This design comes from an exercise in tuning for small area on the open sky130 flow, not from production work.
Only simulation tests tie the RTL to the original design; equivalence was not proved.
No activity file was given, so power comes from the tool's default toggle rates.

==> flow/design.v, too long to show whole: its modules and the start of the top module <==
// module text2matrix: 307 lines
// module t2m_fontrom: 3545 lines
module text2matrix (
    input  wire        clk,
    input  wire        rst,
    input  wire        invert,
    input  wire        cmd_valid,
    output wire        cmd_ready,
    input  wire [31:0] cmd,
    output wire [1:0]  status,
    output wire [7:0]  row,
    output wire [7:0]  col
);
  // ...
==> flow/run.sh <==
#!/bin/bash
# synth_recipe.tcl (not shown) runs the flow's synth.tcl, then flattens the netlist and writes it again
# the make line also repeats each setting of config.mk as NAME=value (left out here)
make -C /OpenROAD-flow-scripts/flow DESIGN_CONFIG=/design/flow/config.mk WORK_HOME=/design/flow/orfs CLKGATE_MAP_FILE= SYNTH_SCRIPT=/design/flow/synth_recipe.tcl finish
==> flow/config.mk <==
export PLATFORM = sky130hd
export DESIGN_NAME = text2matrix
export DESIGN_NICKNAME = text2matrix
export VERILOG_FILES = /design/flow/design.v
export SDC_FILE = /design/flow/constraint.sdc
export NUM_CORES = 4
export LEC_CHECK = 0
export CAP_MARGIN = 20
export CORE_MARGIN = 2
export CORE_UTILIZATION = 50
export PLACE_DENSITY = 0.6
export SLEW_MARGIN = 20
==> flow/constraint.sdc <==
create_clock -name core_clock -period 14.0 [get_ports {clk}]
set_input_delay 2.8000 -clock core_clock [delete_from_list [all_inputs] [get_ports {clk}]]
set_output_delay 2.8000 -clock core_clock [all_outputs]
set_load 0.01 [all_outputs]
==> flow_summary.toml, run 1 <==
[synthesis]
warnings_synthesis = 1
synth_top_area_frac = 0.471
synth_ff_type = "sky130_fd_sc_hd__dfxtp_1"
synthSimpleGateAreaFrac = 0.147
netlist_top_cells_area = "sky130_fd_sc_hd__dfxtp_1 47%, sky130_fd_sc_hd__edfxtp_1 10%, sky130_fd_sc_hd__nand2_1 2.9%, sky130_fd_sc_hd__nor2_1 2.8%, sky130_fd_sc_hd__a21oi_1 2.4%"
ys_top_cells_by_count = "475 x sky130_fd_sc_hd__dfxtp_1, 158 x sky130_fd_sc_hd__nand2_1, 151 x sky130_fd_sc_hd__nor2_1"

[sta]
max_freq_mhz = 153
post-route-min-period_ns = 6.54
slew-limit-headroom = 0.149
finalWorstSetupSlack_ns = 7.46
fin_crit_sh = 0.467

[detailed_routing]
remaining_drc_errors = 0
met1_length_um = 25900

[global_routing]
global_route.usage.total = 0.315
globalRoute.busiestLayer = "met2"

[power]
power_consumed_by_sequential_cells_mw = 1.59
seq_power_share = 0.456
pwr.group.combinational_uw = 504

[cts]
insertion_delay_ns = 0.60
hold_bufs_at_cts = 0

[layout]
signal_buffers = 102
utilization = 0.575
num_antenna_cells = 2
mostFrequentLayoutCell = "sky130_fd_sc_hd__dfxtp_1"
layout.filler_cells = 3397
nMultiInputCombCells = 1234

[setup_path]
crit_family = "buffers and inverters"
crit_slowest_cell = "sky130_fd_sc_hd__buf_4"
timing.critical_path.buf_inv = 4

[status]
result_of_the_run = "no timing/DRC/antenna violations"

[hold_path]
whs_path_depth = 0

[die]
floorplan.io_pins = 55

[placed_design]
detailed_place_hpwl_um = 43300
==> run 2: changes to the inputs <==
==> flow/flow/run.sh (new file) <==
#!/bin/bash
# Layout flow: the standard flow (standard.sh) with two changes:
#  - synthesis maps the logic with an area-oriented ABC script (flow/synth_wrap.tcl);
#  - clock tree synthesis inserts no dummy loads and uses smaller clock buffers.
# Each make run's full output goes to its own log here; ORFS keeps each step's
# log under orfs/logs/.
set -euo pipefail
cd "$(dirname "$0")/.."
W=$(pwd)
export FLOW_SYNTH_TCL="$W/synth_recipe.tcl"
CTS="-sink_clustering_enable -repair_clock_nets -dont_use_dummy_load -buf_list {sky130_fd_sc_hd__clkbuf_4 sky130_fd_sc_hd__clkbuf_8}"
bash standard.sh "SYNTH_SCRIPT=$W/flow/synth_wrap.tcl" synth > "$W/run_synth.log" 2>&1
bash standard.sh "SYNTH_SCRIPT=$W/flow/synth_wrap.tcl" "CTS_ARGS=$CTS" finish > "$W/run_layout.log" 2>&1
==> flow/flow/abc_small.script (new file) <==
strash
dc2
dc2
dc2
&get -n
&dch -f
&nf -R 1000
&put
==> flow/flow/synth_wrap.tcl (new file) <==
# The standard synthesis (synth_recipe.tcl, named by FLOW_SYNTH_TCL), with
# flow/abc_small.script, an area-oriented script, as the ABC script of its
# technology mapping. Nothing else changes: the same passes, the same registers.
set abc_small [file join [file dirname [file normalize [info script]]] abc_small.script]
proc abc {args} {
    global abc_small
    set i [lsearch -exact $args -script]
    if {$i >= 0} {
        lset args [expr {$i + 1}] $abc_small
    }
    yosys abc {*}$args
}
source $::env(FLOW_SYNTH_TCL)
==> flow/standard.sh (new file) <==
#!/bin/bash
# synth_recipe.tcl (not shown) runs the flow's synth.tcl, then flattens the netlist and writes it again
# the make line also repeats each setting of config.mk as NAME=value (left out here)
make -C /OpenROAD-flow-scripts/flow DESIGN_CONFIG=/design/flow/config.mk WORK_HOME=/design/flow/orfs CLKGATE_MAP_FILE= SYNTH_SCRIPT=/design/flow/synth_recipe.tcl "${@:-finish}"
removed: flow/run.sh
==> run 2 against run 1 <==
Still clean. Hold slack got worse by 0.040 ns. Clock power fell by 31%. Maximum frequency fell by 6.1%. Critical path type unchanged. Critical endpoint unchanged. Largest power group unchanged.
==> flow_summary.toml, run 2 <==
[setup_path]
worst-endpoint-arrival_ns = 7.46
timing.reg2reg.worst_path_depth = 24
crit_slowest_cell = "sky130_fd_sc_hd__clkinv_1"
critical_path.endpoint_type = "flip-flop"
setup.worst_path.class = "reg2reg"
r2r_start = "t[1]"
cpPeakStageDelay_ns = 0.65
critical_path_peak_fanout = 50
timing.critical_path.cells = "clkinv_1 > fa_1 > xor2_1 > o21ai_0 > nand2_1 > clkinv_1 > a221oi_4 > buf_4 > clkinv_1 > buf_4 > nand2_1 > nor3_1 > nor2_1 > a21oi_1 > a311o_1 > nand3_1 > a21oi_1 > o31ai_1 > nand4_1 > a32oi_1 > mux2i_1 > o21ai_0 > nor2_1 > nor3_1"
timing.critical_path.mode_cell = "sky130_fd_sc_hd__clkinv_1"
crit_family = "buffers and inverters"
timing.reg2reg.setup_slack_ns = 7.04
timing.critical_path.required_ns = 14.50
worstSetupStartpointType = "flip-flop"
timing.critical_path.buf_inv = 5
worstReg2RegEnd = "cf[0]"

[detailed_routing]
wl_met2_um = 23700
drt_iter0_drc = 1615
drt_pre_antenna_iters = 8
route.met3.wl_um = 6640
remaining_drc_errors = 0
met1_length_um = 24900
finalWirelength_um = 58000
via_per_inst = 6.23
ant_nets = 0
highest-signal-layer = "met4"
via_count = 14887
detail_route.wl_per_cell_um = 24.2

[synthesis]
synth_async_sr_flop_share = 0
synthMostInstantiatedCell = "sky130_fd_sc_hd__dfxtp_1"
synth_top_area_frac = 0.516
area_of_the_mapped_netlist_um2 = 18400
synthDistinctLibCells = 62
number_of_enable_type_register_cells_in_the_synthesized_netlist = 68
netlist_top_cells_area = "sky130_fd_sc_hd__dfxtp_1 52%, sky130_fd_sc_hd__edfxtp_1 11%, sky130_fd_sc_hd__nor2_1 4.3%, sky130_fd_sc_hd__o21ai_0 3.6%, sky130_fd_sc_hd__nand2_1 3.6%"
ys_top_cells_by_count = "475 x sky130_fd_sc_hd__dfxtp_1, 210 x sky130_fd_sc_hd__nor2_1, 178 x sky130_fd_sc_hd__nand2_1"
yosys_register_bits = 543
synth_ff_type = "sky130_fd_sc_hd__dfxtp_1"
avg_inst_size_synth_um2 = 10.4
register_area_share_after_synthesis = 0.627
syn_inst = 1768
warnings_synthesis = 1
yosys.area.top_type = "sky130_fd_sc_hd__dfxtp_1"
postSynthNetCount = 1836

[hold_path]
holdCritPathClass = "reg2reg"
min_to = "txr[100]"
whs_path_depth = 0
worstHoldStart = "txr[94]"

[layout]
nets = 1993
areaGrowthSynthToFinish_pct = 13.0
largestRegisters = "snr (192), txr (192), ufr (64)"
num_antenna_cells = 0
utilization = 0.572
layout_common_cells = "475 x sky130_fd_sc_hd__dfxtp_1, 208 x sky130_fd_sc_hd__nor2_1, 178 x sky130_fd_sc_hd__nand2_1, 132 x sky130_fd_sc_hd__o21ai_0, 127 x sky130_fd_sc_hd__a21oi_1"
drive_gt1_frac = 0.0593
final_cells = 2391
mostFrequentLayoutCell = "sky130_fd_sc_hd__dfxtp_1"

[cts]
cts.root.buffer_cell = "sky130_fd_sc_hd__clkbuf_8"
htree_num_levels = 3
hold_bufs_at_cts = 0
cts.repair_timing.setup_buffer_count = 0
cts_sinks = 543
clk_pin_slew_ns = 0.06
cts.path.max_buffers = 3
insertion_delay_ns = 0.63
tritoncts = "done"
tritoncts.num_buffers = 77
cts_resized = 0

[die]
std_cell_rows = 70
design.die.area_um2 = 38400
floorplan.initialDensity = 0.506
floorplan.io_pins = 55
dieWidth_um = 196
die-height_um = 196
floorplan.core_area_um2 = 36400

[global_routing]
antenna_found_initial = 0
global_route.usage.total = 0.306
pin_count_of_the_biggest_net_entering_global_routing = 51
grt_first_pass_wirelength_um = 88400
overflow = 0
grt_pass1_vias = 14362

[sta]
fin_setup_tns_ns = 0
setup_viol = 0
skew_ns = 0.0760
timing_worst_slew_pin_value_ns = 1.20
drv_slew = 0
grt_setup_unrepaired = "no"
max_freq_mhz = 144
fin_crit_sh = 0.497
hold_viol = 0
slew-limit-headroom = 0.192
post-route-min-period_ns = 6.96
final.hold.worst_slack_ns = 0.258

[placed_design]
detailed_place_hpwl_um = 40600
post-place-cells = 2314
port_buffers = 54
gp_routability_congestion = 1.02

[job]
drv_cap = 0

[power]
vdd.ir_drop.worst_mv = 0.141
p_per_area_nw_per_um2 = 149
static_leak_nw = 7.66

[status]
result_of_the_run = "no timing/DRC/antenna violations"
[run 2: worst max-delay path by stage]
stage          startpoint     to  slack, ns  cells past startpoint
4_1_cts              t[1]  cf[0]       7.31                     22
6_report             t[1]  cf[0]       7.04                     24
3_5_place_dp      cmd[16]  st[0]       6.97                     11
5_1_grt              t[1]  cf[0]       6.44                     22
3_3_place_gp      cmd[16]  st[0]       7.02                     11
2_1_floorplan        t[1]  cf[0]       4.84                     22
[run 2: layout make-up]
type,instances,area [µm²]
Sequential cell,543,11600
Tap cell,468,586
Multi-Input combinational cell,1189,6770
Fill cell,3044,15600
Clock buffer,77,1060
Timing Repair Buffer,80,739
Inverter,34,128
[run 2: routing by layer]
layer	vias up	GRT usage
met5	-	0
met2	990	0.426
met4	0	0.144
met1	6982	0.430
li1	6710	-
met3	205	0.100
[run 2: report_power, final]
group | internal (mW) | switching (mW) | total, mW
Combinational | 0.156 | 0.372 | 0.528
Sequential | 1.59 | 0.0100 | 1.60
Clock | 0.486 | 0.485 | 0.971
Total | 2.23 | 0.867 | 3.10
[run 2: per-stage QoR]
step	total power [mW]	cell area (µm²)	worst slack, ns
3_5_place_dp	2.13	19800	6.97
4_1_cts	3.09	20800	7.31
2_1_floorplan	1.92	18400	4.84
3_3_place_gp	2.15	19800	7.02
6_report	3.10	20800	7.04
5_1_grt	3.20	20800	6.44
[run 2: cell families (layout without fill, tap and decap cells)]
logic type	Yosys count	in the layout	share of synthesized area
DFF	543	543	0.627
and+or+nand+nor	653	653	0.164
adders and majority gates	32	32	0.0225
buffers and inverters	36	191	0.00774
muxes	10	10	0.00821
xor gates and xnor gates	34	34	0.0162
AOI/OAI and AO/OA	460	460	0.155
==> module text2matrix, before the edit <==
module text2matrix (
    input  wire        clk,
    input  wire        rst,
    input  wire        invert,
    input  wire        cmd_valid,
    output wire        cmd_ready,
    input  wire [31:0] cmd,
    output wire [1:0]  status,
    output wire [7:0]  row,
    output wire [7:0]  col
);
    localparam [5:0] BLANK = 6'd3;
    localparam [5:0] TERM  = 6'd63;
    localparam [2:0] S_IDLE  = 3'd0;
    localparam [2:0] S_WTXT  = 3'd1;
    localparam [2:0] S_WFRM  = 3'd2;
    localparam [2:0] S_ENC   = 3'd3;
    localparam [2:0] S_INIT  = 3'd4;
    localparam [2:0] S_FILL  = 3'd5;
    localparam [2:0] S_SYNC  = 3'd6;
    localparam [2:0] S_SHOW  = 3'd7;
    reg  [5:0]   t;           
    reg  [191:0] txr;         
    reg  [191:0] snr;         
    reg  [63:0]  ufr;         
    reg          inv;
    reg          busy;
    reg          pbv;
    reg  [2:0]   st;
    reg          draw;
    reg          render;
    reg          wphase;      
    reg          term;        
    reg  [5:0]   len;
    reg  [15:0]  arg;         
    reg  [2:0]   o;           
    reg  [2:0]   rp;          
    reg          pend;        
    reg  [5:0]   w0, w1, w2;  
    reg  [5:0]   pc;          
    reg          pv;
    reg  [5:0]   pidx;        
    reg  [7:0]   sh;          
    reg  [7:0]   cf;          
    reg  [2:0]   s;           
    reg          rv;          
    assign cmd_ready = ~busy;
    assign status    = {pbv, busy};
    assign row       = (rv ? (8'd1 << s) : 8'd0) ^ {8{inv}};
    assign col       = ~(cf ^ {8{inv}});
    wire [3:0]  op  = cmd[31:28];
    wire [3:0]  rsv = cmd[27:24];
    wire [15:0] a16 = cmd[23:8];
    wire [7:0]  a8  = cmd[7:0];
    wire accept = cmd_valid && !busy;
    wire ok_wtxt    = rsv == 4'd0 && op == 4'h1 && a16 < 16'd32;
    wire ok_wfrm    = rsv == 4'd0 && op == 4'h2 && a16 < 16'd8;
    wire ok_encode  = rsv == 4'd0 && op == 4'h3 && a8 == 8'd0 && a16 <= 16'd32 && !pbv;
    wire ok_animate = rsv == 4'd0 && op == 4'h4 && a16 == 16'd0 && a8 != 8'd0 && pbv;
    wire ok_release = rsv == 4'd0 && op == 4'h5 && a16 == 16'd0 && a8 == 8'd0 && pbv;
    wire ok_render  = rsv == 4'd0 && op == 4'h6 && a16 <= 16'd32 && a8 != 8'd0 && !pbv;
    wire ok_draw    = rsv == 4'd0 && op == 4'h7 && a8 == 8'd0;
    function [6:0] hold_of(input [7:0] sp);
        if      (sp > 8'd100) hold_of = 7'd0;
        else if (sp > 8'd50)  hold_of = 7'd1;
        else if (sp > 8'd33)  hold_of = 7'd2;
        else if (sp > 8'd25)  hold_of = 7'd3;
        else if (sp > 8'd20)  hold_of = 7'd4;
        else if (sp > 8'd16)  hold_of = 7'd5;
        else if (sp > 8'd14)  hold_of = 7'd6;
        else if (sp > 8'd12)  hold_of = 7'd7;
        else if (sp > 8'd11)  hold_of = 7'd8;
        else if (sp > 8'd10)  hold_of = 7'd9;
        else if (sp > 8'd9)   hold_of = 7'd10;
        else if (sp > 8'd8)   hold_of = 7'd11;
        else if (sp > 8'd7)   hold_of = 7'd12;
        else if (sp > 8'd6)   hold_of = 7'd14;
        else if (sp > 8'd5)   hold_of = 7'd16;
        else if (sp > 8'd4)   hold_of = 7'd20;
        else if (sp > 8'd3)   hold_of = 7'd25;
        else if (sp > 8'd2)   hold_of = 7'd33;
        else if (sp > 8'd1)   hold_of = 7'd50;
        else                  hold_of = 7'd100;
    endfunction
    function [8:0] endpos(input [5:0] L);
        endpos =
            L == 6'd0 ? {6'd3, 3'd0} :
            L == 6'd1 ? {6'd4, 3'd2} :
            L == 6'd2 ? {6'd5, 3'd4} :
            L == 6'd3 ? {6'd7, 3'd0} :
            L == 6'd4 ? {6'd7, 3'd0} :
            L == 6'd5 ? {6'd8, 3'd2} :
            L == 6'd6 ? {6'd9, 3'd4} :
            L == 6'd7 ? {6'd11, 3'd0} :
            L == 6'd8 ? {6'd11, 3'd0} :
            L == 6'd9 ? {6'd12, 3'd2} :
            L == 6'd10 ? {6'd13, 3'd4} :
            L == 6'd11 ? {6'd15, 3'd0} :
            L == 6'd12 ? {6'd15, 3'd0} :
            L == 6'd13 ? {6'd16, 3'd2} :
            L == 6'd14 ? {6'd17, 3'd4} :
            L == 6'd15 ? {6'd19, 3'd0} :
            L == 6'd16 ? {6'd19, 3'd0} :
            L == 6'd17 ? {6'd20, 3'd2} :
            L == 6'd18 ? {6'd21, 3'd4} :
            L == 6'd19 ? {6'd23, 3'd0} :
            L == 6'd20 ? {6'd23, 3'd0} :
            L == 6'd21 ? {6'd24, 3'd2} :
            L == 6'd22 ? {6'd25, 3'd4} :
            L == 6'd23 ? {6'd27, 3'd0} :
            L == 6'd24 ? {6'd27, 3'd0} :
            L == 6'd25 ? {6'd28, 3'd2} :
            L == 6'd26 ? {6'd29, 3'd4} :
            L == 6'd27 ? {6'd31, 3'd0} :
            L == 6'd28 ? {6'd31, 3'd0} :
            L == 6'd29 ? {6'd32, 3'd2} :
            L == 6'd30 ? {6'd33, 3'd4} :
            L == 6'd31 ? {6'd35, 3'd0} :
                          {6'd35, 3'd0};
    endfunction
    function [5:0] code_of(input [7:0] ch);
        if (ch == 8'd0)                 code_of = TERM;
        else if (ch[7:6] != 2'b01)      code_of = BLANK;
        else if (ch[5:0] == 6'd63)      code_of = 6'd1;
        else                            code_of = ch[5:0];
    endfunction
    wire [3:0] pos  = {1'b0, o} + {1'b0, t[2:0]};
    wire [1:0] wsel = (pos >= 4'd12) ? 2'd2 : (pos >= 4'd6) ? 2'd1 : 2'd0;
    wire [3:0] gcol = pos - (wsel == 2'd2 ? 4'd12 : wsel == 2'd1 ? 4'd6 : 4'd0);
    wire [5:0] wch  = wsel == 2'd2 ? w2 : wsel == 2'd1 ? w1 : w0;
    wire       gbit;
    t2m_fontrom u_rom (.ch(wch), .r(rp), .c(gcol[2:0]), .o(gbit));
    wire [2:0] utap = t[5:3] - rp;
    wire       ubit = ufr[{utap, 3'b000}];
    wire [7:0] sh_n = {sh[6:0], draw ? ubit : gbit};
    wire        bnd    = t[3:0] == 4'd15;
    wire        lo_nz  = arg[7:1] != 7'd0;
    wire        hi_nz  = draw && arg[15:8] != 8'd0;
    wire [14:0] dec    = arg[15:1] - 15'd1;
    wire [15:0] cnt_n  = (lo_nz || hi_nz) ? {dec, arg[0]} : {draw ? 8'd0 : arg[15:8], 8'd0};
    wire        more   = draw ? (cnt_n != 16'd0) : (cnt_n[7:0] != 8'd0);
    wire        last_k = {pidx, o} == endpos(len);
    wire        fetch  = !pv && t[4:0] == pidx[4:0];
    wire        tx_wr  = st == S_WTXT && t[4:0] == arg[12:8];
    wire [5:0]  tx0    = txr[5:0];
    wire        sn_wr  = st == S_ENC && wphase;
    wire [5:0]  sn_d   = (term || tx0 == TERM || {1'b0, t[4:0]} >= len) ? BLANK : tx0;
    wire        uf_wr  = st == S_WFRM && (wphase || t[5:0] == {arg[10:8], 3'b000});
    always @(posedge clk) begin
        txr <= {txr[185:0], txr[191:186]};
        if (tx_wr)
            txr[11:6] <= code_of(arg[7:0]);
        snr <= {snr[185:0], snr[191:186]};
        if (sn_wr)
            snr[11:6] <= sn_d;
        ufr <= {ufr[62:0], ufr[63]};
        if (uf_wr)
            ufr[1] <= arg[3'd7 - t[2:0]];
        sh <= sh_n;
    end
    always @(posedge clk) begin
        if (rst) begin
            inv    <= invert;
            t      <= 6'd0;
            busy   <= 1'b0;
            pbv    <= 1'b0;
            st     <= S_IDLE;
            rv     <= 1'b0;
            cf     <= 8'h00;
        end else begin
            t <= t + 6'd1;
            if (fetch) begin
                pc <= pidx[5] ? BLANK : snr[5:0];
                pv <= 1'b1;
            end
            case (st)
            S_IDLE: begin
                if (accept) begin
                    draw   <= 1'b0;
                    render <= ok_render;
                    wphase <= 1'b0;
                    if (ok_wtxt || ok_wfrm)
                        arg <= cmd[15:0];
                    if (ok_draw)
                        arg <= a16;
                    if (ok_animate || ok_render)
                        arg <= {1'b0, hold_of(a8), 1'b0, hold_of(a8)};
                    if (ok_encode || ok_render)
                        len <= a16[5:0];
                    if (ok_release)
                        pbv <= 1'b0;
                    if (ok_draw)
                        draw <= 1'b1;
                    if (ok_wtxt || ok_wfrm || ok_encode || ok_animate || ok_render || ok_draw)
                        busy <= 1'b1;
                    if (ok_wtxt)
                        st <= S_WTXT;
                    if (ok_wfrm)
                        st <= S_WFRM;
                    if (ok_encode || ok_render)
                        st <= S_ENC;
                    if (ok_animate || ok_draw)
                        st <= S_INIT;
                end
            end
            S_WTXT: begin
                if (tx_wr) begin
                    busy <= 1'b0;
                    st   <= S_IDLE;
                end
            end
            S_WFRM: begin
                if (uf_wr)
                    wphase <= 1'b1;
                if (wphase && t[2:0] == 3'd7) begin
                    busy <= 1'b0;
                    st   <= S_IDLE;
                end
            end
            S_ENC: begin
                if (sn_wr)
                    term <= term || tx0 == TERM;
                if (t[4:0] == 5'd31) begin
                    term   <= 1'b0;
                    wphase <= 1'b1;
                    if (wphase) begin
                        pbv <= 1'b1;
                        if (render)
                            st <= S_INIT;
                        else begin
                            busy <= 1'b0;
                            st   <= S_IDLE;
                        end
                    end
                end
            end
            S_INIT: begin
                rp   <= 3'd0;
                o    <= 3'd5;
                w0   <= BLANK;
                w1   <= BLANK;
                w2   <= BLANK;
                pv   <= 1'b0;
                pidx <= 6'd0;
                if (draw ? arg == 16'd0 : arg[7:0] == 8'd0) begin
                    busy <= 1'b0;
                    if (render)
                        pbv <= 1'b0;
                    st <= S_IDLE;
                end else
                    st <= draw ? S_SYNC : S_FILL;
            end
            S_FILL: begin
                if (pv) begin
                    if (pidx[0])
                        st <= S_SYNC;
                    else begin
                        w0   <= w1;
                        w1   <= w2;
                        w2   <= pc;
                        pv   <= 1'b0;
                        pidx <= pidx + 6'd1;
                    end
                end
            end
            S_SYNC: begin
                pend <= 1'b1;
                if (t[3:0] == 4'd7)
                    st <= S_SHOW;
            end
            S_SHOW: begin
                if (bnd) begin
                    if (!pend) begin
                        busy <= 1'b0;
                        if (render)
                            pbv <= 1'b0;
                        st <= S_IDLE;
                    end else begin
                        cf <= sh_n;
                        s  <= rp;
                        rv <= 1'b1;
                        if (more || draw) begin
                            arg  <= cnt_n;
                            rp   <= rp + 3'd1;
                            pend <= more;
                        end else if (last_k) begin
                            pend <= 1'b0;
                        end else begin
                            arg[7:0] <= arg[15:8];
                            rp <= 3'd0;
                            if (o == 3'd5) begin
                                o    <= 3'd0;
                                w0   <= w1;
                                w1   <= w2;
                                w2   <= pc;
                                pv   <= 1'b0;
                                pidx <= pidx + 6'd1;
                            end else
                                o <= o + 3'd1;
                        end
                    end
                end
            end
            endcase
        end
    end
endmodule
==> run 3: changes to the inputs <==
--- a/flow/design.v
+++ b/flow/design.v
@@ -37,8 +37,7 @@
     reg  [2:0]   rp;          
     reg          pend;        
     reg  [5:0]   w0, w1, w2;  
-    reg  [5:0]   pc;          
-    reg          pv;
+    reg          pv;          
     reg  [5:0]   pidx;        
     reg  [7:0]   sh;          
     reg  [7:0]   cf;          
@@ -84,39 +83,39 @@
     endfunction
     function [8:0] endpos(input [5:0] L);
         endpos =
-            L == 6'd0 ? {6'd3, 3'd0} :
-            L == 6'd1 ? {6'd4, 3'd2} :
-            L == 6'd2 ? {6'd5, 3'd4} :
-            L == 6'd3 ? {6'd7, 3'd0} :
-            L == 6'd4 ? {6'd7, 3'd0} :
-            L == 6'd5 ? {6'd8, 3'd2} :
-            L == 6'd6 ? {6'd9, 3'd4} :
-            L == 6'd7 ? {6'd11, 3'd0} :
-            L == 6'd8 ? {6'd11, 3'd0} :
-            L == 6'd9 ? {6'd12, 3'd2} :
-            L == 6'd10 ? {6'd13, 3'd4} :
-            L == 6'd11 ? {6'd15, 3'd0} :
-            L == 6'd12 ? {6'd15, 3'd0} :
-            L == 6'd13 ? {6'd16, 3'd2} :
-            L == 6'd14 ? {6'd17, 3'd4} :
-            L == 6'd15 ? {6'd19, 3'd0} :
-            L == 6'd16 ? {6'd19, 3'd0} :
-            L == 6'd17 ? {6'd20, 3'd2} :
-            L == 6'd18 ? {6'd21, 3'd4} :
-            L == 6'd19 ? {6'd23, 3'd0} :
-            L == 6'd20 ? {6'd23, 3'd0} :
-            L == 6'd21 ? {6'd24, 3'd2} :
-            L == 6'd22 ? {6'd25, 3'd4} :
-            L == 6'd23 ? {6'd27, 3'd0} :
-            L == 6'd24 ? {6'd27, 3'd0} :
-            L == 6'd25 ? {6'd28, 3'd2} :
-            L == 6'd26 ? {6'd29, 3'd4} :
-            L == 6'd27 ? {6'd31, 3'd0} :
-            L == 6'd28 ? {6'd31, 3'd0} :
-            L == 6'd29 ? {6'd32, 3'd2} :
-            L == 6'd30 ? {6'd33, 3'd4} :
-            L == 6'd31 ? {6'd35, 3'd0} :
-                          {6'd35, 3'd0};
+            L == 6'd0 ? {6'd2, 3'd0} :
+            L == 6'd1 ? {6'd3, 3'd2} :
+            L == 6'd2 ? {6'd4, 3'd4} :
+            L == 6'd3 ? {6'd6, 3'd0} :
+            L == 6'd4 ? {6'd6, 3'd0} :
+            L == 6'd5 ? {6'd7, 3'd2} :
+            L == 6'd6 ? {6'd8, 3'd4} :
+            L == 6'd7 ? {6'd10, 3'd0} :
+            L == 6'd8 ? {6'd10, 3'd0} :
+            L == 6'd9 ? {6'd11, 3'd2} :
+            L == 6'd10 ? {6'd12, 3'd4} :
+            L == 6'd11 ? {6'd14, 3'd0} :
+            L == 6'd12 ? {6'd14, 3'd0} :
+            L == 6'd13 ? {6'd15, 3'd2} :
+            L == 6'd14 ? {6'd16, 3'd4} :
+            L == 6'd15 ? {6'd18, 3'd0} :
+            L == 6'd16 ? {6'd18, 3'd0} :
+            L == 6'd17 ? {6'd19, 3'd2} :
+            L == 6'd18 ? {6'd20, 3'd4} :
+            L == 6'd19 ? {6'd22, 3'd0} :
+            L == 6'd20 ? {6'd22, 3'd0} :
+            L == 6'd21 ? {6'd23, 3'd2} :
+            L == 6'd22 ? {6'd24, 3'd4} :
+            L == 6'd23 ? {6'd26, 3'd0} :
+            L == 6'd24 ? {6'd26, 3'd0} :
+            L == 6'd25 ? {6'd27, 3'd2} :
+            L == 6'd26 ? {6'd28, 3'd4} :
+            L == 6'd27 ? {6'd30, 3'd0} :
+            L == 6'd28 ? {6'd30, 3'd0} :
+            L == 6'd29 ? {6'd31, 3'd2} :
+            L == 6'd30 ? {6'd32, 3'd4} :
+            L == 6'd31 ? {6'd34, 3'd0} :
+                          {6'd34, 3'd0};
     endfunction
     function [5:0] code_of(input [7:0] ch);
         if (ch == 8'd0)                 code_of = TERM;
@@ -170,7 +169,7 @@
         end else begin
             t <= t + 6'd1;
             if (fetch) begin
-                pc <= pidx[5] ? BLANK : snr[5:0];
+                w2 <= pidx[5] ? BLANK : snr[5:0];
                 pv <= 1'b1;
             end
             case (st)
@@ -239,7 +238,6 @@
                 o    <= 3'd5;
                 w0   <= BLANK;
                 w1   <= BLANK;
-                w2   <= BLANK;
                 pv   <= 1'b0;
                 pidx <= 6'd0;
                 if (draw ? arg == 16'd0 : arg[7:0] == 8'd0) begin
@@ -251,17 +249,8 @@
                     st <= draw ? S_SYNC : S_FILL;
             end
             S_FILL: begin
-                if (pv) begin
-                    if (pidx[0])
-                        st <= S_SYNC;
-                    else begin
-                        w0   <= w1;
-                        w1   <= w2;
-                        w2   <= pc;
-                        pv   <= 1'b0;
-                        pidx <= pidx + 6'd1;
-                    end
-                end
+                if (pv)
+                    st <= S_SYNC;
             end
             S_SYNC: begin
                 pend <= 1'b1;
@@ -292,7 +281,6 @@
                                 o    <= 3'd0;
                                 w0   <= w1;
                                 w1   <= w2;
-                                w2   <= pc;
                                 pv   <= 1'b0;
                                 pidx <= pidx + 6'd1;
                             end else
==> flow/flow/run.sh (replaced) <==
#!/bin/bash
# Layout flow: the standard flow (standard.sh) with two changes:
#  - synthesis maps the logic with an area-oriented ABC script (flow/synth_wrap.tcl);
#  - clock tree synthesis inserts no dummy loads and builds larger sink clusters
#    from clkbuf_8 buffers;
#  - the buffer that placement puts on every input and output port is buf_1.
# Each make run's full output goes to its own log here; ORFS keeps each step's
# log under orfs/logs/.
set -euo pipefail
cd "$(dirname "$0")/.."
W=$(pwd)
export FLOW_SYNTH_TCL="$W/synth_recipe.tcl"
CTS="-sink_clustering_enable -repair_clock_nets -dont_use_dummy_load -buf_list {sky130_fd_sc_hd__clkbuf_8} -sink_clustering_size 24 -sink_clustering_max_diameter 80"
PORTS="-buffer_cell sky130_fd_sc_hd__buf_1"
bash standard.sh "SYNTH_SCRIPT=$W/flow/synth_wrap.tcl" synth > "$W/run_synth.log" 2>&1
bash standard.sh "SYNTH_SCRIPT=$W/flow/synth_wrap.tcl" "CTS_ARGS=$CTS" "BUFFER_PORTS_ARGS=$PORTS" finish > "$W/run_layout.log" 2>&1
==> run 3 against run 2 <==
Via count fell by 6.7%. Combinational power fell by 12%. Worst setup slack improved by 0.39 ns. Sequential power barely moved. Clock skew rose by 0.034 ns. Largest cell class unchanged. Final cell count fell by 4.9%. Routed wire length fell by 11%. Synthesized cell count fell by 3.6%. Critical path type unchanged. Global-route usage fell by 3.7 points. Still clean on timing, DRC and antenna. Clock power fell by about 40%.
==> flow_summary.toml, run 3 <==
[cts]
cts_resized = 0
cts.root.buffer_cell = "sky130_fd_sc_hd__clkbuf_8"
hold_bufs_at_cts = 0
clk_pin_slew_ns = 0.12
insertion_delay_ns = 0.66
tritoncts.num_buffers = 28
htree_num_levels = 1
tritoncts = "done"
cts.path.max_buffers = 3
cts_sinks = 537
cts.repair_timing.setup_buffer_count = 0

[die]
die-height_um = 194
design.die.area_um2 = 37600
floorplan.core_area_um2 = 35600
std_cell_rows = 69
dieWidth_um = 194
floorplan.io_pins = 55
floorplan.initialDensity = 0.507

[power]
static_leak_nw = 7.10
p_per_area_nw_per_um2 = 135
vdd.ir_drop.worst_mv = 0.151

[setup_path]
setup.worst_path.class = "reg2reg"
critical_path_peak_fanout = 53
timing.reg2reg.worst_path_depth = 23
timing.critical_path.cells = "clkinv_1 > fa_1 > xor2_1 > o21ai_0 > nand2_1 > clkinv_1 > a221oi_4 > buf_4 > inv_2 > buf_4 > nor2_1 > a21oi_1 > o21ai_0 > o21ai_0 > nand3_1 > a31oi_1 > o21ai_0 > a32oi_1 > o22ai_1 > a211o_1 > o21ai_0 > nor2_1 > nor2_1"
crit_slowest_cell = "sky130_fd_sc_hd__dfxtp_1"
cpPeakStageDelay_ns = 0.58
timing.critical_path.required_ns = 14.54
worst-endpoint-arrival_ns = 7.11
timing.reg2reg.setup_slack_ns = 7.43
worstReg2RegEnd = "cf[0]"
critical_path.endpoint_type = "flip-flop"
worstSetupStartpointType = "flip-flop"
timing.critical_path.mode_cell = "sky130_fd_sc_hd__o21ai_0"
r2r_start = "t[1]"

[layout]
multiInputGateArea_um2 = 6560
mostFrequentLayoutCell = "sky130_fd_sc_hd__dfxtp_1"
drive_gt1_frac = 0.0353
areaGrowthSynthToFinish_pct = 7.72
layout.filler_cells = 3125
largestRegisters = "snr (192), txr (192), ufr (64)"
nets = 1885
layout.area.seq_um2 = 11400
layout_common_cells = "475 x sky130_fd_sc_hd__dfxtp_1, 169 x sky130_fd_sc_hd__nor2_1, 149 x sky130_fd_sc_hd__nand2_1, 140 x sky130_fd_sc_hd__o21ai_0, 124 x sky130_fd_sc_hd__a21oi_1"
final_design_area_no_fill_um2 = 19400

[status]
result_of_the_run = "no timing/DRC/antenna violations"

[synthesis]
synthDistinctLibCells = 61
syn_inst = 1704
compound_gate_portion_of_the_synthesized_area = 0.158
synthMostInstantiatedCell = "sky130_fd_sc_hd__dfxtp_1"
synth_ff_type = "sky130_fd_sc_hd__dfxtp_1"
synthSimpleGateAreaFrac = 0.151
synth_adder_area_share = 0.0258
netlist_top_cells_area = "sky130_fd_sc_hd__dfxtp_1 53%, sky130_fd_sc_hd__edfxtp_1 10%, sky130_fd_sc_hd__o21ai_0 3.9%, sky130_fd_sc_hd__nor2_1 3.5%, sky130_fd_sc_hd__a21oi_1 3.4%"
main_combinational_cell_family_by_area_after_synthesis = "compound AO/OA/AOI/OAI gates"
ys_top_cells_by_count = "475 x sky130_fd_sc_hd__dfxtp_1, 169 x sky130_fd_sc_hd__nor2_1, 150 x sky130_fd_sc_hd__nand2_1"
warnings_synthesis = 1
area_of_the_mapped_netlist_um2 = 18000
synth_top_area_frac = 0.527
postSynthNetCount = 1776
register_area_share_after_synthesis = 0.630
yosys_register_bits = 537
synth_async_sr_flop_share = 0
post_synth_mux_area_share = 0.00777
number_of_enable_type_register_cells_in_the_synthesized_netlist = 62
synthXorXnorAreaFrac = 0.0189
avg_inst_size_synth_um2 = 10.6
yosys.area.top_type = "sky130_fd_sc_hd__dfxtp_1"

[sta]
max_freq_mhz = 152
slew-limit-headroom = 0.318
finalWorstSetupSlack_ns = 7.43
fin_setup_tns_ns = 0
grt_setup_unrepaired = "no"
hold_viol = 0
skew_ns = 0.110
timing_worst_slew_pin_value_ns = 1.02
drv_slew = 0
fin_crit_sh = 0.469
setup_viol = 0
post-route-min-period_ns = 6.57

[global_routing]
overflow = 0
grt_first_pass_wirelength_um = 79100
grt_pass1_vias = 13419
pin_count_of_the_biggest_net_entering_global_routing = 59
antenna_found_initial = 0
global_route.usage.total = 0.269

[detailed_routing]
finalWirelength_um = 51500
drt_iter0_drc = 1483
detail_route.wl_per_cell_um = 22.7
via_per_inst = 6.11
ant_nets = 0
via_count = 13890
drt_pre_antenna_iters = 5
remaining_drc_errors = 0

[hold_path]
holdCritPathClass = "reg2reg"
whs_path_depth = 0
worstHoldStart = "txr[175]"
min_to = "txr[181]"

[placed_design]
detailed_place_hpwl_um = 36100
gp_routability_congestion = 1.03
port_buffers = 54
placement.setup.worst_slack_ns = 7.47
cell_area_after_placement_um2 = 19100

[job]
drv_cap = 0
==> run 3: worst max path at each step <==
stage | cells past startpoint | to | start
floorplan | 21 | cf[0] | t[1]
detailed placement | 11 | arg[2] | cmd[4]
global route | 22 | cf[0] | t[1]
CTS | 23 | cf[0] | t[1]
finish | 23 | cf[0] | t[1]
global placement | 11 | arg[11] | cmd[4]
==> run 3: power breakdown <==
group / total [mW] / internal (mW) / switching, mW
logic: 0.466 / 0.134 / 0.333
clock network: 0.580 / 0.181 / 0.399
registers: 1.58 / 1.57 / 0.0103
==> run 3: stage by stage <==
step,hold WS (ns),std cells,total power [mW],utilization
after floorplan,0.310,1704,1.88,-
after global placement,0.311,2243,2.07,0.535
after detailed placement,0.312,2244,2.05,0.536
after CTS,0.273,2272,2.62,0.546
after global routing,0.282,2272,2.72,0.546
final,0.269,2273,2.62,0.547
==> run 3: cells by family after synthesis <==
| logic type | count (synthesis) |
|---|---|
| adder cells (fa/ha/maj) | 36 |
| buffers and inverters | 40 |
| multiplexers | 9 |
| XOR/XNOR | 39 |
| AND/OR/NAND/NOR | 580 |
| flip-flops | 537 |
| AO/OA/AOI/OAI | 463 |
==> run 3: layout make-up <==
class	count	area share
diodes	1	0.000129
clock buffers	28	0.0198
inverters	38	0.00734
multi-input cells	1127	0.337
flip-flops and latches	537	0.585
well taps	461	0.0297
repair buffers	81	0.0207
==> run 3: worst max-delay path: cells and delay by family, from the launching register on <==
kind / cells / cell delay (ns)
compound gates: 11 / 3.01
xor+xnor: 1 / 0.22
fa+ha+maj: 1 / 0.44
buf+inv: 5 / 1.39
flops: 1 / 0.58
simple gates: 5 / 0.81
==> run 3: per-layer routing <==
layer / GRT usage / vias to the layer above / wire (µm)
met1: 0.375 / 6535 / 21900
li1: - / 6391 / -
met2: 0.406 / 773 / 21900
met3: 0.0548 / 191 / 4920
met4: 0.123 / 0 / 2750
met5: 0 / - / 0
==> run 4: changes to the inputs <==
==> flow/flow/run.sh (replaced) <==
#!/bin/bash
# Layout flow: the standard flow (standard.sh) with these changes:
#  - synthesis maps the logic with an area-oriented ABC script (flow/synth_wrap.tcl);
#  - clock tree synthesis inserts no dummy loads and builds larger sink clusters
#    from clkbuf_8 buffers;
#  - the buffer that placement puts on every input and output port is buf_1.
# Each make run's full output goes to its own log here; ORFS keeps each step's
# log under orfs/logs/.
set -euo pipefail
cd "$(dirname "$0")/.."
W=$(pwd)
export FLOW_SYNTH_TCL="$W/synth_recipe.tcl"
CTS="-sink_clustering_enable -repair_clock_nets -dont_use_dummy_load -buf_list {sky130_fd_sc_hd__clkbuf_8} -sink_clustering_size 18 -sink_clustering_max_diameter 50"
PORTS="-buffer_cell sky130_fd_sc_hd__buf_1"
bash standard.sh "SYNTH_SCRIPT=$W/flow/synth_wrap.tcl" synth > "$W/run_synth.log" 2>&1
bash standard.sh "SYNTH_SCRIPT=$W/flow/synth_wrap.tcl" "CTS_ARGS=$CTS" "BUFFER_PORTS_ARGS=$PORTS" finish > "$W/run_layout.log" 2>&1
==> run 4 against run 3 <==
Final cell count grew 0.53%. Power increased by 4.1%. Combinational power about the same. Flip-flop and latch count did not move. Hold slack got worse by 0.0099 ns. Die area is the same. Utilization is 0.50 points higher. Maximum frequency up 0.68%. Largest cell class unchanged.
==> flow_summary.toml, run 4 <==
[detailed_routing]
remaining_drc_errors = 0
via_per_inst = 6.13
via_count = 14010
drt_pre_antenna_iters = 6
detail_route.wl_per_cell_um = 22.8
drt_iter0_drc = 1805
ant_nets = 0
finalWirelength_um = 52200

[setup_path]
worstSetupStartpointType = "flip-flop"
timing.critical_path.cells = "clkinv_1 > fa_1 > xor2_1 > o21ai_0 > nand2_1 > clkinv_1 > a221oi_4 > buf_4 > inv_2 > buf_4 > nor2_1 > a21oi_1 > o21ai_0 > o21ai_0 > nand3_1 > a31oi_1 > o21ai_0 > a32oi_1 > o22ai_1 > a211o_1 > o21ai_0 > nor2_1 > nor2_1"
critical_path_peak_fanout = 53
timing.critical_path.buf_inv = 5
critical_path.endpoint_type = "flip-flop"
setup.worst_path.class = "reg2reg"
timing.reg2reg.worst_path_depth = 23
worstReg2RegEnd = "cf[0]"
crit_slowest_cell = "sky130_fd_sc_hd__dfxtp_1"
worst-endpoint-arrival_ns = 7.00
timing.critical_path.required_ns = 14.47
cpPeakStageDelay_ns = 0.57
timing.critical_path.mode_cell = "sky130_fd_sc_hd__o21ai_0"
crit_family = "compound AO/OA/AOI/OAI gates"
timing.reg2reg.setup_slack_ns = 7.48
r2r_start = "t[1]"

[synthesis]
area_of_the_mapped_netlist_um2 = 18000
ys_top_cells_by_count = "475 x sky130_fd_sc_hd__dfxtp_1, 169 x sky130_fd_sc_hd__nor2_1, 150 x sky130_fd_sc_hd__nand2_1"
synthMostInstantiatedCell = "sky130_fd_sc_hd__dfxtp_1"
warnings_synthesis = 1
avg_inst_size_synth_um2 = 10.6
yosys.area.top_type = "sky130_fd_sc_hd__dfxtp_1"
synth_top_area_frac = 0.527
netlist_top_cells_area = "sky130_fd_sc_hd__dfxtp_1 53%, sky130_fd_sc_hd__edfxtp_1 10%, sky130_fd_sc_hd__o21ai_0 3.9%, sky130_fd_sc_hd__nor2_1 3.5%, sky130_fd_sc_hd__a21oi_1 3.4%"
yosys_register_bits = 537
number_of_enable_type_register_cells_in_the_synthesized_netlist = 62
register_area_share_after_synthesis = 0.630
syn_inst = 1704
synthDistinctLibCells = 61
synth_ff_type = "sky130_fd_sc_hd__dfxtp_1"
postSynthNetCount = 1776
synth_async_sr_flop_share = 0

[cts]
tritoncts.num_buffers = 41
hold_bufs_at_cts = 0
cts_sinks = 537
insertion_delay_ns = 0.60
cts.repair_timing.setup_buffer_count = 0
cts.root.buffer_cell = "sky130_fd_sc_hd__clkbuf_8"
cts.path.max_buffers = 3
cts_resized = 0
clk_pin_slew_ns = 0.10
htree_num_levels = 2
tritoncts = "done"

[placed_design]
gp_routability_congestion = 1.03
post-place-cells = 2244
port_buffers = 54
placement.setup.worst_slack_ns = 7.47
detailed_place_hpwl_um = 36100

[sta]
timing_worst_slew_pin_value_ns = 1.01
fin_crit_sh = 0.466
post-route-min-period_ns = 6.52
finalWorstSetupSlack_ns = 7.48
final.hold.worst_slack_ns = 0.260
fin_setup_tns_ns = 0
drv_slew = 0
slew-limit-headroom = 0.321
grt_setup_unrepaired = "no"
max_freq_mhz = 153
skew_ns = 0.0806
setup_viol = 0
hold_viol = 0

[die]
floorplan.initialDensity = 0.507
floorplan.core_area_um2 = 35600
std_cell_rows = 69
floorplan.io_pins = 55
dieWidth_um = 194
die-height_um = 194
design.die.area_um2 = 37600

[power]
static_leak_nw = 7.20
p_per_area_nw_per_um2 = 139
power.total_mw = 2.73
vdd.ir_drop.worst_mv = 0.132

[global_routing]
grt_pass1_vias = 13531
overflow = 0
grt_first_pass_wirelength_um = 80000
antenna_found_initial = 0
global_route.usage.total = 0.275
pin_count_of_the_biggest_net_entering_global_routing = 59

[layout]
final_cells = 2285
layout.filler_cells = 3118
layout_common_cells = "475 x sky130_fd_sc_hd__dfxtp_1, 169 x sky130_fd_sc_hd__nor2_1, 149 x sky130_fd_sc_hd__nand2_1, 140 x sky130_fd_sc_hd__o21ai_0, 124 x sky130_fd_sc_hd__a21oi_1"
largestRegisters = "snr (192), txr (192), ufr (64)"
areaGrowthSynthToFinish_pct = 8.70
mostFrequentLayoutCell = "sky130_fd_sc_hd__dfxtp_1"
nets = 1898
num_antenna_cells = 0
drive_gt1_frac = 0.0422

[hold_path]
min_to = "ufr[2]"
whs_path_depth = 0
worstHoldStart = "ufr[1]"
holdCritPathClass = "reg2reg"

[job]
drv_cap = 0

[status]
result_of_the_run = "no timing/DRC/antenna violations"
## run 4: area by class of cell
type	count	area [µm²]	share of cell area
Multi-Input combinational cell	1127	6560	0.334
Sequential cell	537	11400	0.580
Clock buffer	41	564	0.0288
Inverter	38	143	0.00727
Tap cell	461	577	0.0294
Timing Repair Buffer	81	403	0.0205
## run 4: how the worst max path moves through the flow
stage,startpoint,endpoint,depth (start not counted)
floorplan,t[1],cf[0],21
global placement,cmd[4],arg[11],11
detailed placement,cmd[4],arg[2],11
CTS,t[1],cf[0],23
global route,t[1],cf[0],22
finish,t[1],cf[0],23
## run 4: cells by family after synthesis
group	count (synthesis)	share of synthesized area
buf+inv	40	0.00874
xor+xnor	39	0.0189
compound gates	463	0.158
simple gates	580	0.151
mux	9	0.00777
fa+ha+maj	36	0.0258
flops	537	0.630
## run 4: power breakdown
part / switching, mW / internal (mW)
Clock: 0.423 / 0.263
Sequential: 0.0105 / 1.57
Combinational: 0.334 / 0.133
Total: 0.767 / 1.96
## run 4: per-stage QoR
stage,utilization,instance area (µm²)
after floorplan,-,18000
after global placement,0.535,19000
after detailed placement,0.536,19100
after CTS,0.551,19600
after global routing,0.551,19600
final,0.551,19600
## run 4: per-layer routing
metal,share of wire,vias to the layer above,global-route usage
met5,0,-,0
met4,0.051,0,0.134
met3,0.096,200,0.0609
met2,0.43,844,0.416
met1,0.42,6559,0.374
li1,-,6407,-
## run 4: worst register-to-register path, cell delays in order (launching register included)
cell                       delay [ns]
sky130_fd_sc_hd__dfxtp_1         0.57
sky130_fd_sc_hd__clkinv_1        0.25
sky130_fd_sc_hd__fa_1            0.44
sky130_fd_sc_hd__xor2_1          0.22
sky130_fd_sc_hd__o21ai_0         0.41
sky130_fd_sc_hd__nand2_1         0.25
sky130_fd_sc_hd__clkinv_1        0.21
sky130_fd_sc_hd__a221oi_4        0.08
sky130_fd_sc_hd__buf_4           0.33
sky130_fd_sc_hd__inv_2           0.11
sky130_fd_sc_hd__buf_4           0.50
sky130_fd_sc_hd__nor2_1          0.23
sky130_fd_sc_hd__a21oi_1         0.56
sky130_fd_sc_hd__o21ai_0         0.23
sky130_fd_sc_hd__o21ai_0         0.42
sky130_fd_sc_hd__nand3_1         0.13
sky130_fd_sc_hd__a31oi_1         0.17
sky130_fd_sc_hd__o21ai_0         0.15
sky130_fd_sc_hd__a32oi_1         0.35
sky130_fd_sc_hd__o22ai_1         0.17
sky130_fd_sc_hd__a211o_1         0.30
sky130_fd_sc_hd__o21ai_0         0.15
sky130_fd_sc_hd__nor2_1          0.09
sky130_fd_sc_hd__nor2_1          0.12
==> run 5: changes to the inputs <==
==> flow/flow/run.sh (replaced) <==
#!/bin/bash
# Layout flow: the standard flow (standard.sh) with these changes:
#  - synthesis maps the logic with an area-oriented ABC script (flow/synth_wrap.tcl)
#    and leaves adders to ABC instead of mapping them to ha/fa cells first;
#  - clock tree synthesis inserts no dummy loads and builds larger sink clusters
#    from clkbuf_8 buffers;
#  - the buffer that placement puts on every input and output port is buf_1.
# Each make run's full output goes to its own log here; ORFS keeps each step's
# log under orfs/logs/.
set -euo pipefail
cd "$(dirname "$0")/.."
W=$(pwd)
export FLOW_SYNTH_TCL="$W/synth_recipe.tcl"
CTS="-sink_clustering_enable -repair_clock_nets -dont_use_dummy_load -buf_list {sky130_fd_sc_hd__clkbuf_8} -sink_clustering_size 18 -sink_clustering_max_diameter 50"
PORTS="-buffer_cell sky130_fd_sc_hd__buf_1"
SYN=("SYNTH_SCRIPT=$W/flow/synth_wrap.tcl" "ADDER_MAP_FILE=")
bash standard.sh "${SYN[@]}" synth > "$W/run_synth.log" 2>&1
bash standard.sh "${SYN[@]}" "CTS_ARGS=$CTS" "BUFFER_PORTS_ARGS=$PORTS" finish > "$W/run_layout.log" 2>&1
==> run 5 against run 4 <==
Flip-flop and latch count stayed put. Count of clock-buffer cells in the layout is 1 lower. Combinational power decreased by 26%. Hold slack worse by 0.00084 ns. Synthesized cell count is 0.70% lower. Worst setup slack improved by 0.45 ns. Register-to-register slack improved by 0.60 ns. Routed wire length grew 2.7%. Die area fell by 2.2%.
==> flow_summary.toml, run 5 <==
[status]
result_of_the_run = "no timing/DRC/antenna violations"

[detailed_routing]
drt_iter0_drc = 1622
via_count = 14015
finalWirelength_um = 53600
route.met3.wl_um = 4650
met1_length_um = 21500
wl_met2_um = 24000
via_per_inst = 6.17
drt_pre_antenna_iters = 6
highest-signal-layer = "met4"
detail_route.wl_per_cell_um = 23.6
remaining_drc_errors = 0
ant_nets = 0

[synthesis]
ys_top_cells_by_count = "475 x sky130_fd_sc_hd__dfxtp_1, 197 x sky130_fd_sc_hd__nand2_1, 182 x sky130_fd_sc_hd__nor2_1"
yosys.area.top_type = "sky130_fd_sc_hd__dfxtp_1"
avg_inst_size_synth_um2 = 10.4
area_of_the_mapped_netlist_um2 = 17600
postSynthNetCount = 1728
synthDistinctLibCells = 61
netlist_top_cells_area = "sky130_fd_sc_hd__dfxtp_1 54%, sky130_fd_sc_hd__edfxtp_1 11%, sky130_fd_sc_hd__o21ai_0 4.3%, sky130_fd_sc_hd__nand2_1 4.2%, sky130_fd_sc_hd__nor2_1 3.9%"
warnings_synthesis = 1
synthMostInstantiatedCell = "sky130_fd_sc_hd__dfxtp_1"
synth_top_area_frac = 0.539
synth_async_sr_flop_share = 0
yosys_register_bits = 537
synth_ff_type = "sky130_fd_sc_hd__dfxtp_1"
syn_inst = 1692
register_area_share_after_synthesis = 0.645
number_of_enable_type_register_cells_in_the_synthesized_netlist = 62

[sta]
max_freq_mhz = 165
skew_ns = 0.0875
setup_viol = 0
post-route-min-period_ns = 6.08
fin_setup_tns_ns = 0
final.hold.worst_slack_ns = 0.259
hold_viol = 0
timing_worst_slew_pin_value_ns = 1.03
drv_slew = 0
grt_setup_unrepaired = "no"
slew-limit-headroom = 0.311
fin_crit_sh = 0.434

[cts]
tritoncts.num_buffers = 40
cts_resized = 0
hold_bufs_at_cts = 0
cts.repair_timing.setup_buffer_count = 0
cts_sinks = 537
cts.root.buffer_cell = "sky130_fd_sc_hd__clkbuf_8"
cts.path.max_buffers = 3
tritoncts = "done"
htree_num_levels = 2
insertion_delay_ns = 0.61
clk_pin_slew_ns = 0.09

[power]
pwr-share-clk = 0.262
p_per_area_nw_per_um2 = 135
vdd.ir_drop.worst_mv = 0.125
p_comb_frac = 0.132
static_leak_nw = 6.93
seq_power_share = 0.605
cellInternalPower_mw = 1.92
swShare = 0.262
psw_uw = 681

[die]
std_cell_rows = 68
floorplan.io_pins = 55
die-height_um = 192
floorplan.initialDensity = 0.509
floorplan.core_area_um2 = 34600
dieWidth_um = 192
design.die.area_um2 = 36800

[setup_path]
worst-endpoint-arrival_ns = 6.60
timing.critical_path.required_ns = 14.52
critical_path_peak_fanout = 17
cpPeakStageDelay_ns = 0.56
crit_slowest_cell = "sky130_fd_sc_hd__nor4_1"
critical_path.endpoint_type = "flip-flop"
setup.worst_path.class = "in2reg"
timing.critical_path.mode_cell = "sky130_fd_sc_hd__nor3_1"
worstSetupStartpointType = "primary input"
timing.critical_path.cells = "buf_1 > nor2_1 > nand2_1 > nor3_1 > nand3_1 > or2_0 > clkinv_1 > nor3_1 > o31ai_1 > nor3_1 > nor4_1 > nand3_1 > a31o_1 > a21oi_1"

[layout]
areaGrowthSynthToFinish_pct = 8.92
drive_gt1_frac = 0.0435
mostFrequentLayoutCell = "sky130_fd_sc_hd__dfxtp_1"
largestRegisters = "snr (192), txr (192), ufr (64)"
layout_common_cells = "475 x sky130_fd_sc_hd__dfxtp_1, 197 x sky130_fd_sc_hd__nand2_1, 182 x sky130_fd_sc_hd__nor2_1, 151 x sky130_fd_sc_hd__o21ai_0, 128 x sky130_fd_sc_hd__a21oi_1"
nets = 1853
num_antenna_cells = 0
layout.filler_cells = 2999

[hold_path]
holdCritPathClass = "reg2reg"

[global_routing]
grt_pass1_vias = 13425
pin_count_of_the_biggest_net_entering_global_routing = 74
antenna_found_initial = 0
grt_first_pass_wirelength_um = 80500
global_route.usage.total = 0.293
overflow = 0

[placed_design]
detailed_place_hpwl_um = 37000
port_buffers = 54
gp_routability_congestion = 1.05

[job]
drv_cap = 0
## run 5: final cells by class
cell class	count	area, µm²	share of cell area
clock buffers	40	551	0.0287
inverters	20	75.1	0.00391
multi-input cells	1133	6210	0.323
flip-flops and latches	537	11400	0.592
well taps	455	569	0.0296
repair buffers	85	435	0.0227
## run 5: final timing paths
kind | slack, ns | cells past startpoint | end | from
max | 7.92 | 14 | st[1] | cmd[4]
min | 0.26 | 0 | snr[140] | snr[134]
min reg2reg | 0.26 | 0 | snr[140] | snr[134]
max reg2reg | 8.08 | 20 | cf[0] | t[1]
## run 5: cell families (layout without fill, tap and decap cells)
| group | after synthesis | in the layout | synth area share |
|---|---|---|---|
| and+or+nand+nor | 601 | 601 | 0.154 |
| DFF | 537 | 537 | 0.645 |
| AOI/OAI and AO/OA | 485 | 485 | 0.170 |
| xor gates and xnor gates | 42 | 42 | 0.0209 |
| buffers and inverters | 22 | 145 | 0.00511 |
| muxes | 4 | 4 | 0.00440 |
| adders and majority gates | 1 | 1 | 0.000568 |
## run 5: stage by stage
step                instances  cell area [µm²]  utilization  setup WS [ns]  power (mW)
global route             2270            19200        0.555           7.44        2.69
floorplan                1692            17600            -           7.35        1.80
global placement         2229            18600        0.539           7.64        1.94
detailed placement       2230            18700        0.539           7.51        1.93
CTS                      2270            19200        0.555           8.11        2.60
finish                   2270            19200        0.555           7.92        2.60
## run 5: layer usage
metal,vias up,track usage
li1,6388,-
met1,6585,0.368
met2,817,0.469
met3,225,0.0614
met4,0,0.168
met5,-,0
## run 5: power groups by stage
| stage | clock (mW) | combinational (mW) | sequential, mW |
|---|---|---|---|
| floorplan | 0 | 0.193 | 1.61 |
| global placement | 0 | 0.337 | 1.61 |
| detailed placement | 0 | 0.321 | 1.61 |
| CTS | 0.707 | 0.322 | 1.57 |
| global route | 0.756 | 0.359 | 1.57 |
| finish | 0.682 | 0.344 | 1.57 |
## run 5: critical path, delay by kind of cell
| family | cells | cell delay, ns |
|---|---|---|
| AND/OR/NAND/NOR | 9 | 2.73 |
| buffers and inverters | 2 | 0.58 |
| AO/OA/AOI/OAI | 3 | 0.47 |

afterwards: timing with drivers on the ports:
In the flow no input, the clock included, has a driving cell. The finished layouts below were timed again as built, in two steps.
Step 1: set_driving_cell puts a clkbuf_16 on clk and a buf_2 on each other input, an assumption about the parent block.
Step 2 times the ports against the registers' clock, not the clock port: input delays grow and output delays shrink by t, the midpoint of the rising clock arrivals with the driver on.
Three values: ideal, step 1, step 2; two values: the first two.
run | t (ns) | setup WS [ns] | worst hold slack (ns)
run 1 | 0.636 | 7.462 / 7.462 / 7.462 | 0.298 / 0.298 / 0.298
run 2 | 0.639 | 7.037 / 7.037 / 6.776 | 0.258 / 0.258 / 0.258
run 3 | 0.652 | 7.431 / 7.431 / 7.431 | 0.269 / 0.269 / 0.269
run 4 | 0.613 | 7.475 / 7.475 / 7.386 | 0.260 / 0.260 / 0.260
run 5 | 0.607 | 7.924 / 7.956 / 7.349 | 0.259 / 0.259 / 0.259
After both steps setup and hold are still met in every run listed. The setup slack of run 5, which loses most, moves by +0.032 ns with the drivers and by -0.575 ns with both steps.
